This design comes from an exercise in tuning for small area, a short achievable clock period and few clock cycles per item on the open sky130 flow, not from production work. No activity file was given, so power comes from the tool's default toggle rates.

==> inputs of build 28 <==
// txmod_shaper
module txmod_shaper (
    input  wire        clk,
    input  wire        rst,           
    input  wire        in_valid,
    output wire        in_ready,
    input  wire [7:0]  in_byte,
    input  wire        in_lodev,      
    output reg         out_valid,
    input  wire        out_ready,
    output reg  [15:0] out_sample
);
==> flow/config.mk <==
export PLATFORM = sky130hd
export DESIGN_NAME = txmod_shaper
export DESIGN_NICKNAME = txmod_shaper
export VERILOG_FILES = /design/flow/design.v
export SDC_FILE = /design/flow/constraint.sdc
export NUM_CORES = 4
export LEC_CHECK = 0
export ABC_AREA = 1
export CAP_MARGIN = 20
export CORE_MARGIN = 2
export CORE_UTILIZATION = 40
export PLACE_DENSITY = 0.6
export SLEW_MARGIN = 20
==> flow/constraint.sdc <==
create_clock -name core_clock -period 12.0 [get_ports {clk}]
set_input_delay 2.4000 -clock core_clock [delete_from_list [all_inputs] [get_ports {clk}]]
set_output_delay 2.4000 -clock core_clock [all_outputs]
set_load 0.01 [all_outputs]
standard.sh (not shown) runs the stock make flow with config.mk's settings and CLKGATE_MAP_FILE= SYNTH_SCRIPT=/design/flow/synth_recipe.tcl, a recipe that flattens the netlist after the stock synthesis.
==> flow/flow/run.sh <==
#!/bin/bash
# The standard layout, with timing repair aiming for extra setup slack.
set -euo pipefail
bash standard.sh SETUP_SLACK_MARGIN=8.4 finish > standard_flow.log 2>&1
==> trial 65 (differences from build 28) <==
--- a/flow/design.v
+++ b/flow/design.v
@@ -440,22 +440,23 @@
         begin
             csa[26:0] = a ^ b ^ c;
             csa[2*27-1:27] = {(a[25:0] & b[25:0]) | (a[25:0] & c[25:0]) | (b[25:0] & c[25:0]), 1'b0};
         end
     endfunction
     reg  [7:0] cur_byte;              
     reg        cur_lodev;
-    reg        have;                  
+    reg        in_rdy;                
+    wire       have = !in_rdy;
     reg  [1:0] sidx;                  
     reg        act;                   
     reg  [2:0] phase;                 
     reg  [2:0] x;                     
     reg  [2:0] h  [1:5];              
     reg  [5:1] hv;                    
-    assign in_ready = !have;
+    assign in_ready = in_rdy;
     reg  [1:0] nd;
     always @(*) begin
         case (sidx)
             2'd0: nd = cur_byte[7:6];
             2'd1: nd = cur_byte[5:4];
             2'd2: nd = cur_byte[3:2];
             default: nd = cur_byte[1:0];
@@ -472,28 +473,117 @@
         t4 = hv[4] ? tab4({phase, h[4]}) : 27'sd0;
         t5 = hv[5] ? tab5({phase, h[5]}) : 27'sd0;
         {c1, s1} = csa(t0, t1, t2);
         {c2, s2} = csa(t3, t4, t5);
         {c3, s3} = csa(s1, c1, s2);
         {c4, s4} = csa(s3, c3, c2);
     end
-    reg  [16:0] ps, pc;
-    reg         pcy;
+    reg  [26:0] ps, pc;
     reg         pv;
-    wire [10:0] lowsum = {1'b0, s4[9:0]} + {1'b0, c4[9:0]};
-    wire [16:0] psum = ps + pc + {16'd0, pcy};
-    wire [16:0] sh = psum[16:0];
+    wire [26:0] sh_g0 = ps & pc;
+    wire [26:0] sh_p0 = ps ^ pc;
+    wire sh_G1 = sh_g0[1] | (sh_p0[1] & sh_g0[0]);
+    wire sh_P1 = sh_p0[1] & sh_p0[0];
+    wire sh_G2 = sh_g0[3] | (sh_p0[3] & sh_g0[2]);
+    wire sh_P2 = sh_p0[3] & sh_p0[2];
+    wire sh_G3 = sh_g0[5] | (sh_p0[5] & sh_g0[4]);
+    wire sh_P3 = sh_p0[5] & sh_p0[4];
+    wire sh_G4 = sh_g0[7] | (sh_p0[7] & sh_g0[6]);
+    wire sh_P4 = sh_p0[7] & sh_p0[6];
+    wire sh_G5 = sh_g0[9] | (sh_p0[9] & sh_g0[8]);
+    wire sh_P5 = sh_p0[9] & sh_p0[8];
+    wire sh_G6 = sh_g0[11] | (sh_p0[11] & sh_g0[10]);
+    wire sh_P6 = sh_p0[11] & sh_p0[10];
+    wire sh_G7 = sh_g0[13] | (sh_p0[13] & sh_g0[12]);
+    wire sh_P7 = sh_p0[13] & sh_p0[12];
+    wire sh_G8 = sh_g0[15] | (sh_p0[15] & sh_g0[14]);
+    wire sh_P8 = sh_p0[15] & sh_p0[14];
+    wire sh_G9 = sh_g0[17] | (sh_p0[17] & sh_g0[16]);
+    wire sh_P9 = sh_p0[17] & sh_p0[16];
+    wire sh_G10 = sh_g0[19] | (sh_p0[19] & sh_g0[18]);
+    wire sh_P10 = sh_p0[19] & sh_p0[18];
+    wire sh_G11 = sh_g0[21] | (sh_p0[21] & sh_g0[20]);
+    wire sh_P11 = sh_p0[21] & sh_p0[20];
+    wire sh_G12 = sh_g0[23] | (sh_p0[23] & sh_g0[22]);
+    wire sh_P12 = sh_p0[23] & sh_p0[22];
+    wire sh_G13 = sh_g0[25] | (sh_p0[25] & sh_g0[24]);
+    wire sh_P13 = sh_p0[25] & sh_p0[24];
+    wire sh_G14 = sh_G2 | (sh_P2 & sh_G1);
+    wire sh_P14 = sh_P2 & sh_P1;
+    wire sh_G15 = sh_G4 | (sh_P4 & sh_G3);
+    wire sh_P15 = sh_P4 & sh_P3;
+    wire sh_G16 = sh_G6 | (sh_P6 & sh_G5);
+    wire sh_P16 = sh_P6 & sh_P5;
+    wire sh_G17 = sh_G8 | (sh_P8 & sh_G7);
+    wire sh_P17 = sh_P8 & sh_P7;
+    wire sh_G18 = sh_G10 | (sh_P10 & sh_G9);
+    wire sh_P18 = sh_P10 & sh_P9;
+    wire sh_G19 = sh_G12 | (sh_P12 & sh_G11);
+    wire sh_P19 = sh_P12 & sh_P11;
+    wire sh_G20 = sh_G15 | (sh_P15 & sh_G14);
+    wire sh_P20 = sh_P15 & sh_P14;
+    wire sh_G21 = sh_G17 | (sh_P17 & sh_G16);
+    wire sh_P21 = sh_P17 & sh_P16;
+    wire sh_G22 = sh_G19 | (sh_P19 & sh_G18);
+    wire sh_P22 = sh_P19 & sh_P18;
+    wire sh_G23 = sh_G21 | (sh_P21 & sh_G20);
+    wire sh_P23 = sh_P21 & sh_P20;
+    wire sh_G24 = sh_G22 | (sh_P22 & sh_G23);
+    wire sh_P24 = sh_P22 & sh_P23;
+    wire sh_G25 = sh_G16 | (sh_P16 & sh_G20);
+    wire sh_P25 = sh_P16 & sh_P20;
+    wire sh_G26 = sh_G18 | (sh_P18 & sh_G23);
+    wire sh_P26 = sh_P18 & sh_P23;
+    wire sh_G27 = sh_G3 | (sh_P3 & sh_G14);
+    wire sh_P27 = sh_P3 & sh_P14;
+    wire sh_G28 = sh_G5 | (sh_P5 & sh_G20);
+    wire sh_P28 = sh_P5 & sh_P20;
+    wire sh_G29 = sh_G7 | (sh_P7 & sh_G25);
+    wire sh_P29 = sh_P7 & sh_P25;
+    wire sh_G30 = sh_G9 | (sh_P9 & sh_G23);
+    wire sh_P30 = sh_P9 & sh_P23;
+    wire sh_G31 = sh_G11 | (sh_P11 & sh_G26);
+    wire sh_P31 = sh_P11 & sh_P26;
+    wire sh_G32 = sh_G13 | (sh_P13 & sh_G24);
+    wire sh_P32 = sh_P13 & sh_P24;
+    wire sh_G33 = sh_g0[2] | (sh_p0[2] & sh_G1);
+    wire sh_P33 = sh_p0[2] & sh_P1;
+    wire sh_G34 = sh_g0[4] | (sh_p0[4] & sh_G14);
+    wire sh_P34 = sh_p0[4] & sh_P14;
+    wire sh_G35 = sh_g0[6] | (sh_p0[6] & sh_G27);
+    wire sh_P35 = sh_p0[6] & sh_P27;
+    wire sh_G36 = sh_g0[8] | (sh_p0[8] & sh_G20);
+    wire sh_P36 = sh_p0[8] & sh_P20;
+    wire sh_G37 = sh_g0[10] | (sh_p0[10] & sh_G28);
+    wire sh_P37 = sh_p0[10] & sh_P28;
+    wire sh_G38 = sh_g0[12] | (sh_p0[12] & sh_G25);
+    wire sh_P38 = sh_p0[12] & sh_P25;
+    wire sh_G39 = sh_g0[14] | (sh_p0[14] & sh_G29);
+    wire sh_P39 = sh_p0[14] & sh_P29;
+    wire sh_G40 = sh_g0[16] | (sh_p0[16] & sh_G23);
+    wire sh_P40 = sh_p0[16] & sh_P23;
+    wire sh_G41 = sh_g0[18] | (sh_p0[18] & sh_G30);
+    wire sh_P41 = sh_p0[18] & sh_P30;
+    wire sh_G42 = sh_g0[20] | (sh_p0[20] & sh_G26);
+    wire sh_P42 = sh_p0[20] & sh_P26;
+    wire sh_G43 = sh_g0[22] | (sh_p0[22] & sh_G31);
+    wire sh_P43 = sh_p0[22] & sh_P31;
+    wire sh_G44 = sh_g0[24] | (sh_p0[24] & sh_G24);
+    wire sh_P44 = sh_p0[24] & sh_P24;
+    wire sh_G45 = sh_g0[26] | (sh_p0[26] & sh_G32);
+    wire sh_P45 = sh_p0[26] & sh_P32;
+    wire [16:0] sh = {sh_p0[26] ^ sh_G32, sh_p0[25] ^ sh_G44, sh_p0[24] ^ sh_G24, sh_p0[23] ^ sh_G43, sh_p0[22] ^ sh_G31, sh_p0[21] ^ sh_G42, sh_p0[20] ^ sh_G26, sh_p0[19] ^ sh_G41, sh_p0[18] ^ sh_G30, sh_p0[17] ^ sh_G40, sh_p0[16] ^ sh_G23, sh_p0[15] ^ sh_G39, sh_p0[14] ^ sh_G29, sh_p0[13] ^ sh_G38, sh_p0[12] ^ sh_G25, sh_p0[11] ^ sh_G37, sh_p0[10] ^ sh_G28};
     wire [15:0] sample = (sh[16] != sh[15]) ? {sh[16], {15{!sh[16]}}} : sh[15:0];
     wire en      = !out_valid || out_ready;    
     wire advance = act && en;
     wire last    = (phase == 3'd4);
     wire take    = have && (!act || (advance && last));
     always @(posedge clk) begin
         if (rst) begin
-            have      <= 1'b0;
+            in_rdy    <= 1'b1;
             act       <= 1'b0;
             sidx      <= 2'd0;
             phase     <= 3'd0;
             hv        <= 5'd0;
             out_valid <= 1'b0;
             pv        <= 1'b0;
         end else begin
@@ -511,31 +601,30 @@
                     phase <= phase + 3'd1;
                 end
             end
             if (take) begin
                 act  <= 1'b1;
                 sidx <= sidx + 2'd1;
                 if (sidx == 2'd3)
-                    have <= 1'b0;
+                    in_rdy <= 1'b1;
             end
             if (in_valid && !have) begin
-                have <= 1'b1;
+                in_rdy <= 1'b0;
                 sidx <= 2'd0;
             end
         end
     end
     always @(posedge clk) begin
         if (in_valid && !have) begin
             cur_byte  <= in_byte;
             cur_lodev <= in_lodev;
         end
         if (en) begin
-            ps         <= s4[26:10];
-            pc         <= c4[26:10];
-            pcy        <= lowsum[10];
+            ps         <= s4;
+            pc         <= c4;
             out_sample <= sample;
         end
         if (advance && last) begin
             h[5] <= h[4];
             h[4] <= h[3];
             h[3] <= h[2];
             h[2] <= h[1];
==> flow/flow/run.sh (replaced) <==
#!/bin/bash
# The standard layout, with timing repair aiming for extra setup slack and
# plain buffers (instead of delay cells) on the ports.
set -euo pipefail
bash standard.sh SETUP_SLACK_MARGIN=8.7 "BUFFER_PORTS_ARGS=-buffer_cell sky130_fd_sc_hd__buf_2" finish > standard_flow.log 2>&1
==> notes <==
Hold slack: build 28 is better than trial 65 (0.0027 ns).
In trial 65 the first-iteration DRC count is smaller than in build 28, by about 14%.
Of build 28 and trial 65, trial 65 has the higher non-clock buffer count (gap 29).
Of trial 65 and build 28, trial 65 has the higher via count (gap about 0.5%, measured against build 28).
Die area: build 28 is smaller than trial 65 (about 2%).
Against trial 65, the combinational power of build 28 is smaller by about 3%.
==> figures <==
Post-Synthesis Net Count: build 28 1555; trial 65 1519
Xor-xnor portion of the synthesized cell area: build 28 1.07%; trial 65 1.05%
Global-route wire length before repair: build 28 60600 µm; trial 65 62300 µm
GR Layer Usage met1: build 28 37.6%; trial 65 38.1%
End of the worst register-to-register path: build 28 pcy; trial 65 ps[7]
Sequential share of cell area: build 28 19.6%; trial 65 21.6%
Run status: build 28 finished clean; trial 65 finished clean
Area share of and/or/nand/nor cells after synthesis: build 28 21.9%; trial 65 17.2%
Fin area: build 28 13400 µm²; trial 65 14300 µm²
Area share of the largest cell type after synthesis: build 28 22.1%; trial 65 25.8%
Maximum number of pins on one net before global-route repair: build 28 59; trial 65 67
Flip-flop and latch power: build 28 0.416 mW; trial 65 0.488 mW
Routed length on met1: build 28 15700 µm; trial 65 16000 µm
No functional check of the RTL was part of any run of this note.

port drivers added, routing unchanged:
Ports are ideal in the flow. The routed layouts listed here were re-timed in OpenROAD. Step 1 (the two cells are an assumption about what drives the block):
set clk [get_ports {clk}]
set_driving_cell -lib_cell sky130_fd_sc_hd__clkbuf_16 $clk
set_driving_cell -lib_cell sky130_fd_sc_hd__buf_2 [delete_from_list [all_inputs] $clk]
Step 2 times the ports against the registers' clock, not the clock port: input delays grow and output delays shrink by t, the midpoint of the rising clock arrivals with the driver on. a / b / c = ideal ports / drivers / drivers and shift; a / b = the first two.
run	t, ns	setup slack, ns	hold slack, ns
build 28	0.404	7.900 / 7.900 / 7.900	0.429 / 0.429 / 0.429
trial 65	0.412	8.441 / 8.441 / 8.434	0.427 / 0.427 / 0.427
After both steps every run listed still meets setup and hold. The setup slack of trial 65, which loses most, moves by 0.000 ns with the drivers and by -0.007 ns with both steps.
